Background: an optimization exercise with open tools, aiming at small area, a short achievable clock period and few clock cycles per item. Do not read the settings as production practice. In this exercise RTL edits were held to simulation tests only and were not proved equivalent to the original. The flow treats the clock pin as an ideal source, which a real chip does not have.

==> run a: inputs <==
## hdu_top
module hdu_top (
    input  wire        clk,
    input  wire        rst,         
    input  wire        in_valid,
    output wire        in_ready,
    input  wire [31:0] in_cmd,
    input  wire [31:0] in_opa,
    input  wire [31:0] in_opb,
    output reg         out_valid,
    output wire [31:0] out_result,
    output wire [31:0] out_status
);
    localparam [2:0] OP_HD  = 3'd1;
    localparam [2:0] OP_CFG = 3'd2;
    localparam [2:0] OP_ENC = 3'd3;
    localparam [2:0] OP_DEC = 3'd4;
    localparam [2:0] C_ILLEGAL   = 3'd1;
    localparam [2:0] C_BAD_MOD   = 3'd2;
    localparam [2:0] C_BAD_THR   = 3'd3;
    localparam [2:0] C_NOT_CFG   = 3'd4;
    localparam [2:0] C_SYM_RANGE = 3'd5;
    assign in_ready = 1'b1;
    reg        s1_valid;
    reg        s1_ok;           
    reg [2:0]  s1_op;           
    reg [31:0] s1_x;            
    reg [5:0]  s1_b;            
    reg        s1_bz;           
    wire hd_sel = (in_cmd[3:0] == 4'd1);
    always @(posedge clk) begin
        if (rst) s1_valid <= 1'b0;
        else     s1_valid <= in_valid;
        s1_ok <= (in_cmd[31:3] == 29'd0);
        s1_op <= in_cmd[2:0];
        s1_x  <= in_opa ^ (in_opb & {32{hd_sel}});
        s1_b  <= in_opb[5:0];
        s1_bz <= (in_opb[31:6] == 26'd0);
    end
    reg        cfg_valid;
    reg        cfg_mod;
    reg [5:0]  cfg_thresh;
    reg        hit;
    reg        fault;
    reg [2:0]  cause;
    reg [30:0] result;          
    assign out_result = {1'b0, result};
    assign out_status = {fault, 12'd0, cause, 2'd0, cfg_thresh, 5'd0,
                         cfg_mod, cfg_valid, hit};
    wire [31:0] c = s1_x;
    wire [5:0]  wc;             
    wire [31:0] t;              
    wire [3:0]  bp0, bp1;       
    hdu_popcount32 u_pc (.v(c), .w(wc), .t(t), .a(bp0), .b(bp1));
    wire [3:0] t0 = t[3:0];
    wire [3:0] t1 = t[7:4];
    wire [3:0] t2 = t[11:8];
    wire [3:0] t3 = t[15:12];
    wire [3:0] t4 = t[19:16];
    wire [3:0] t5 = t[23:20];
    wire [3:0] t6 = t[27:24];
    wire [3:0] t7 = t[31:28];
  ...
Settings: LEC_CHECK=0, ABC_AREA=1, ABC_CLOCK_PERIOD_IN_PS=9000, CAP_MARGIN=20, CORE_MARGIN=2, CORE_UTILIZATION=40, SLEW_MARGIN=20; clock period 44.0 ns.
standard.sh (not shown) runs the stock make flow with config.mk's settings and CLKGATE_MAP_FILE= SYNTH_SCRIPT=/design/flow/synth_recipe.tcl, a recipe that flattens the netlist after the stock synthesis.
==> flow/flow/run.sh <==
#!/bin/bash
# The standard layout (standard.sh), with three changes to how the layout
# is made (constraints untouched):
#  - synthesis runs Yosys's synth with -noabc, so the full adders written in
#    the RTL reach extract_fa without the polarity changes abc -fast makes;
#  - ports are buffered with sky130_fd_sc_hd__buf_1;
#  - repair_timing over-fixes setup by the margin in flow/margin.txt.
set -o pipefail
export SETUP_SLACK_MARGIN=$(cat flow/margin.txt)
export BUFFER_PORTS_ARGS="-buffer_cell sky130_fd_sc_hd__buf_1"
bash standard.sh SYNTH_ARGS=-noabc finish > standard.log 2>&1
==> flow/flow/margin.txt <==
34
==> inputs of run b, as changes to run a <==
--- a/flow/config.mk
+++ b/flow/config.mk
@@ -11,3 +11,3 @@
 export CORE_MARGIN = 2
-export CORE_UTILIZATION = 40
+export CORE_UTILIZATION = 65
 export SLEW_MARGIN = 20
==> notes.md <==
Outcome: no timing/DRC/antenna violations
# clk buffers: 9
Die height: 119 um
Area Growth Syn to Fin: 9.78%
Routed WL: 22,100 um
CP max FO: 15
CORE AREA: 13,100 sq um
Met3 routed wirelength: 1830 um
(the above is from run b)
==> notes.md <==
Crit path max-delay family: flip-flops
Met3 routed wirelength: 1240 um
# clk buffers: 10
Area Growth Syn to Fin: 11.4%
Outcome: no timing/DRC/antenna violations
Async S/R FF share, synth: 0%
CORE AREA: 21,100 sq um
GRT Resource Usage Total: 20.7%
Reg2reg end: result[1]
Clk pin slew, worst setup/hold paths: 70 ps
Initial Util: 40.9%
CP max FO: 4
(the above is from run a)
Testbench counts of run a, summed over its fixed seeds: cycles 16,016, items 16,000.
Testbench counts of run b, summed over its fixed seeds: cycles 16,016, items 16,000.

---

==> 03-20 <==
Another version of the RTL of hdu_top (not shown whole).
Settings: LEC_CHECK=0, ABC_AREA=1, ABC_CLOCK_PERIOD_IN_PS=9000, CAP_MARGIN=20, CORE_MARGIN=2, CORE_UTILIZATION=40, SLEW_MARGIN=20; clock period 44.0 ns.
==> flow/flow/run.sh <==
#!/bin/bash
# The standard layout (standard.sh), with these changes to how the layout
# is made (constraints untouched):
#  - synthesis runs Yosys's synth with -noabc, so the full adders written in
#    the RTL reach extract_fa without the polarity changes abc -fast makes;
#  - ports are buffered with sky130_fd_sc_hd__buf_1;
#  - clock tree: larger sink clusters, small clock buffers, no dummy loads;
#  - repair_timing over-fixes setup by the margin in flow/margin.txt.
set -o pipefail
export SETUP_SLACK_MARGIN=$(cat flow/margin.txt)
export BUFFER_PORTS_ARGS="-buffer_cell sky130_fd_sc_hd__buf_1"
export CTS_ARGS="-sink_clustering_enable -repair_clock_nets -dont_use_dummy_load -sink_clustering_size 24 -sink_clustering_max_diameter 60 -buf_list {sky130_fd_sc_hd__clkbuf_4 sky130_fd_sc_hd__clkbuf_8} -root_buf sky130_fd_sc_hd__clkbuf_8"
bash standard.sh SYNTH_ARGS=-noabc finish > standard.log 2>&1
==> flow/flow/margin.txt <==
34.4
==> 04-08: changes against 03-20 <==
==> flow/flow/run.sh (replaced) <==
#!/bin/bash
# The standard layout (standard.sh), with these changes to how the layout
# is made (constraints untouched):
#  - synthesis runs Yosys's synth with -noabc, so the full adders written in
#    the RTL reach extract_fa without the polarity changes abc -fast makes,
#    extract_fa takes full adders only, and the final ABC mapping uses an
#    area script (flow/synth_abc.tcl,
#    flow/abc_area_strong.script);
#  - ports are buffered with sky130_fd_sc_hd__buf_1;
#  - clock tree: larger sink clusters, small clock buffers, no dummy loads;
#  - before clock tree synthesis, the flip-flops that drive both an output
#    port and internal logic are sized up (flow/upsize_out_ffs.tcl);
#  - repair_timing over-fixes setup by the margin in flow/margin.txt.
set -o pipefail
export SETUP_SLACK_MARGIN=$(cat flow/margin.txt)
export BUFFER_PORTS_ARGS="-buffer_cell sky130_fd_sc_hd__buf_1"
export PRE_CTS_TCL=$PWD/flow/upsize_out_ffs.tcl
export CTS_ARGS="-sink_clustering_enable -repair_clock_nets -dont_use_dummy_load -sink_clustering_size 24 -sink_clustering_max_diameter 60 -buf_list {sky130_fd_sc_hd__clkbuf_4 sky130_fd_sc_hd__clkbuf_8} -root_buf sky130_fd_sc_hd__clkbuf_8"
sed "s|@WORK@|$PWD|g" flow/synth_abc.tcl > synth_abc.tcl
bash standard.sh SYNTH_ARGS=-noabc SYNTH_SCRIPT=$PWD/synth_abc.tcl finish > standard.log 2>&1
==> flow/flow/abc_area_strong.script (new file) <==
strash
dch -f
map -a
mfs2
strash
dch -f
map -a
topo
dnsize -c
==> flow/flow/margin.txt (replaced) <==
34.3
==> flow/flow/synth_abc.tcl (new file) <==
# The standard flow's synthesis script (synth_recipe.tcl in the work folder), run with two
# changes: extract_fa extracts full adders only (half adders are left to ABC,
# which absorbs their inversions), and Yosys's abc call maps with
# flow/abc_area_strong.script instead of the script ORFS picks.  Everything else, including the synth wrapper that
# skips the fsm and share passes, the flattening and the renaming, is
# synth_recipe.tcl's own text.
set fh [open @WORK@/synth_recipe.tcl]; set bsrc [read $fh]; close $fh
set fh [open $::env(SCRIPTS_DIR)/synth.tcl]; set ssrc [read $fh]; close $fh
set old {log_cmd abc {*}$abc_args}
if {[string first $old $ssrc] < 0} { error "synth_abc.tcl: abc call not found in synth.tcl" }
set ssrc [string map [list $old {log_cmd abc -script @WORK@/flow/abc_area_strong.script {*}[lrange $abc_args 2 end]}] $ssrc]
set old {extract_fa {*}[dont_use_extract_fa_args]}
if {[string first $old $ssrc] < 0} { error "synth_abc.tcl: extract_fa call not found in synth.tcl" }
set ssrc [string map [list $old {extract_fa -fa}] $ssrc]
set line {source $::env(SCRIPTS_DIR)/synth.tcl}
if {[string first $line $bsrc] < 0} { error "synth_abc.tcl: synth.tcl not sourced by synth_recipe.tcl" }
set fh [open @WORK@/synth_patched.tcl w]; puts $fh $ssrc; close $fh
set bsrc [string map [list $line "source @WORK@/synth_patched.tcl"] $bsrc]
eval $bsrc
==> flow/flow/upsize_out_ffs.tcl (new file) <==
# Size up the flip-flops that drive an output port's buffer and also logic
# inside the design (three or more loads; eight or more get the larger
# size): their clock-to-output delay, slowed by that load, is the longest
# path to the outputs.
set ups {}
set ups4 {}
foreach p [get_ports {out_*}] {
  foreach inst [get_fanin -to $p -startpoints_only -only_cells] {
    if {[catch {set ref [get_name [get_lib_cells -of_objects $inst]]}]} { continue }
    if {$ref ne "sky130_fd_sc_hd__dfxtp_1" && $ref ne "sky130_fd_sc_hd__dfxtp_2"} { continue }
    set name [get_full_name $inst]
    set loads [get_pins -of_objects [get_nets -of_objects [get_pins $name/Q]] -filter "direction==input"]
    if {[llength $loads] >= 8} {
      lappend ups4 $name
    } elseif {[llength $loads] >= 3} {
      lappend ups $name
    }
  }
}
foreach i [lsort -unique $ups] {
  replace_cell [get_cells $i] sky130_fd_sc_hd__dfxtp_2
  puts "upsized $i to dfxtp_2"
}
foreach i [lsort -unique $ups4] {
  replace_cell [get_cells $i] sky130_fd_sc_hd__dfxtp_4
  puts "upsized $i to dfxtp_4"
}
==> 04-06: changes against 03-20 <==
==> flow/flow/run.sh (replaced) <==
#!/bin/bash
# The standard layout (standard.sh), with these changes to how the layout
# is made (constraints untouched):
#  - synthesis runs Yosys's synth with -noabc, so the full adders written in
#    the RTL reach extract_fa without the polarity changes abc -fast makes,
#    and the final ABC mapping uses an area script (flow/synth_abc.tcl,
#    flow/abc_area_strong.script);
#  - ports are buffered with sky130_fd_sc_hd__buf_1;
#  - clock tree: larger sink clusters, small clock buffers, no dummy loads;
#  - repair_timing over-fixes setup by the margin in flow/margin.txt.
set -o pipefail
export SETUP_SLACK_MARGIN=$(cat flow/margin.txt)
export BUFFER_PORTS_ARGS="-buffer_cell sky130_fd_sc_hd__buf_1"
export CTS_ARGS="-sink_clustering_enable -repair_clock_nets -dont_use_dummy_load -sink_clustering_size 24 -sink_clustering_max_diameter 60 -buf_list {sky130_fd_sc_hd__clkbuf_4 sky130_fd_sc_hd__clkbuf_8} -root_buf sky130_fd_sc_hd__clkbuf_8"
bash standard.sh SYNTH_ARGS=-noabc SYNTH_SCRIPT=$PWD/flow/synth_abc.tcl finish > standard.log 2>&1
==> flow/flow/abc_area_strong.script (new file) <==
strash
dch -f
map -a
mfs2
strash
dch -f
map -a
topo
dnsize -c
==> flow/flow/margin.txt (replaced) <==
34
==> flow/flow/synth_abc.tcl (new file) <==
# The standard flow's synthesis script (synth_recipe.tcl in the work folder), run with one
# change: Yosys's abc call maps with flow/abc_area_strong.script instead of
# the script ORFS picks.  Everything else, including the synth wrapper that
# skips the fsm and share passes, the flattening and the renaming, is
# synth_recipe.tcl's own text.
set fh [open synth_recipe.tcl]; set bsrc [read $fh]; close $fh
set fh [open $::env(SCRIPTS_DIR)/synth.tcl]; set ssrc [read $fh]; close $fh
set old {log_cmd abc {*}$abc_args}
if {[string first $old $ssrc] < 0} { error "synth_abc.tcl: abc call not found in synth.tcl" }
set ssrc [string map [list $old {log_cmd abc -script [file normalize flow/abc_area_strong.script] {*}[lrange $abc_args 2 end]}] $ssrc]
set line {source $::env(SCRIPTS_DIR)/synth.tcl}
if {[string first $line $bsrc] < 0} { error "synth_abc.tcl: synth.tcl not sourced by synth_recipe.tcl" }
set fh [open synth_patched.tcl w]; puts $fh $ssrc; close $fh
set bsrc [string map [list $line "source [file normalize synth_patched.tcl]"] $bsrc]
eval $bsrc
==> notes.md <==
Capturing instance or port of the critical path: 04-06 -; 03-20 out_status[8]; 04-08 out_status[8]
Via-per-instance ratio: 04-06 -; 03-20 4.93; 04-08 5.25
Fin nets: 04-06 -; 03-20 1,464; 04-08 1,274
Critical path origin: 04-06 -; 03-20 cfg_thresh[0]$_SDFFE_PP0P_; 04-08 cfg_thresh[0]$_SDFFE_PP0P_
Number of pins exceeding their max-slew limit in the final report: 04-06 -; 03-20 0; 04-08 0
Largest cell class by area: 04-06 -; 03-20 multi-input gates; 04-08 multi-input gates
Effective utilization at floorplan: 04-06 -; 03-20 0.405; 04-08 0.408
Hold/Removal Path Class: 04-06 -; 03-20 flip-flop to flip-flop; 04-08 flip-flop to flip-flop
Status: 04-06 stopped before the end; 03-20 no timing/DRC/antenna violations; 04-08 no timing/DRC/antenna violations
Last stage reached: 04-06 1_2_yosys; 03-20 -; 04-08 -
Largest area contributor in the netlist: 04-06 -; 03-20 fa_1; 04-08 fa_1
Fill cells: 04-06 -; 03-20 2,120; 04-08 1,854
Insertion delay to the later sink of the worst-skew pair: 04-06 -; 03-20 0.39 ns; 04-08 0.38 ns
Critical path arrival: 04-06 -; 03-20 0.88 ns; 04-08 0.90 ns
Max-cap check violation count: 04-06 -; 03-20 0; 04-08 0
Worst Hold Margin: 04-06 -; 03-20 0.431 ns; 04-08 0.417 ns
Number of flops mapped to enable cells by yosys: 04-06 -; 03-20 0; 04-08 0
Seq area share: 04-06 -; 03-20 0.189; 04-08 0.214
Primary FF master, synth: 04-06 -; 03-20 dfxtp_1; 04-08 dfxtp_1
Clock buffer count from CTS: 04-06 -; 03-20 9; 04-08 9
Die X-Extent: 04-06 -; 03-20 149 µm; 04-08 140 µm
Total via count after detailed routing: 04-06 -; 03-20 7,336; 04-08 6,868
Largest clock skew in the final design: 04-06 -; 03-20 0.0373 ns; 04-08 0.0298 ns
GR met1 Demand/Resource: 04-06 -; 03-20 0.288; 04-08 0.314
Met2 Wirelength: 04-06 -; 03-20 10,300 µm; 04-08 9740 µm
Testbench counts of 03-20, summed over its fixed seeds: cycles 16,016, items 16,000.
Testbench counts of 04-08, summed over its fixed seeds: cycles 16,016, items 16,000.
Testbench counts of 04-06, summed over its fixed seeds: cycles 16,016, items 16,000.

-- separate check: timing with driven ports --
The flow's constraints put no driver on any port. The routed layouts listed below were extracted and timed again, unchanged, in two steps.
Step 1 (the two cells are an assumption about what drives the block):
set clk [get_ports {clk}]
set_driving_cell -lib_cell sky130_fd_sc_hd__clkbuf_16 $clk
set_driving_cell -lib_cell sky130_fd_sc_hd__buf_2 [delete_from_list [all_inputs] $clk]
Step 2 also shifts input and output timing later by t, the mid clock arrival at the registers, as if the neighbouring blocks saw the same clock.
Slacks: ideal / step 1 / step 2; pairs: ideal / step 1.
run | shift t [ns] | setup WS [ns] | worst setup path at the end | worst data-port slew with drivers (ns) | pins driven straight from the clock port
run a | 0.390 | 34.222 / 34.177 / 34.037 | input to register | 0.04 | 1
run b | 0.394 | 34.096 / 34.054 / 34.041 | input to register | 0.06 | 1
03-20 | 0.413 | 34.318 / 34.276 / 34.156 | input to register | 0.05 | 1
04-08 | 0.402 | 34.304 / 34.265 / 34.049 | input to register | 0.04 | 1
After both steps every run listed still meets setup and hold. For 04-08, which loses most, drivers alone change the setup slack by -0.039 ns; drivers and shift together by -0.255 ns.
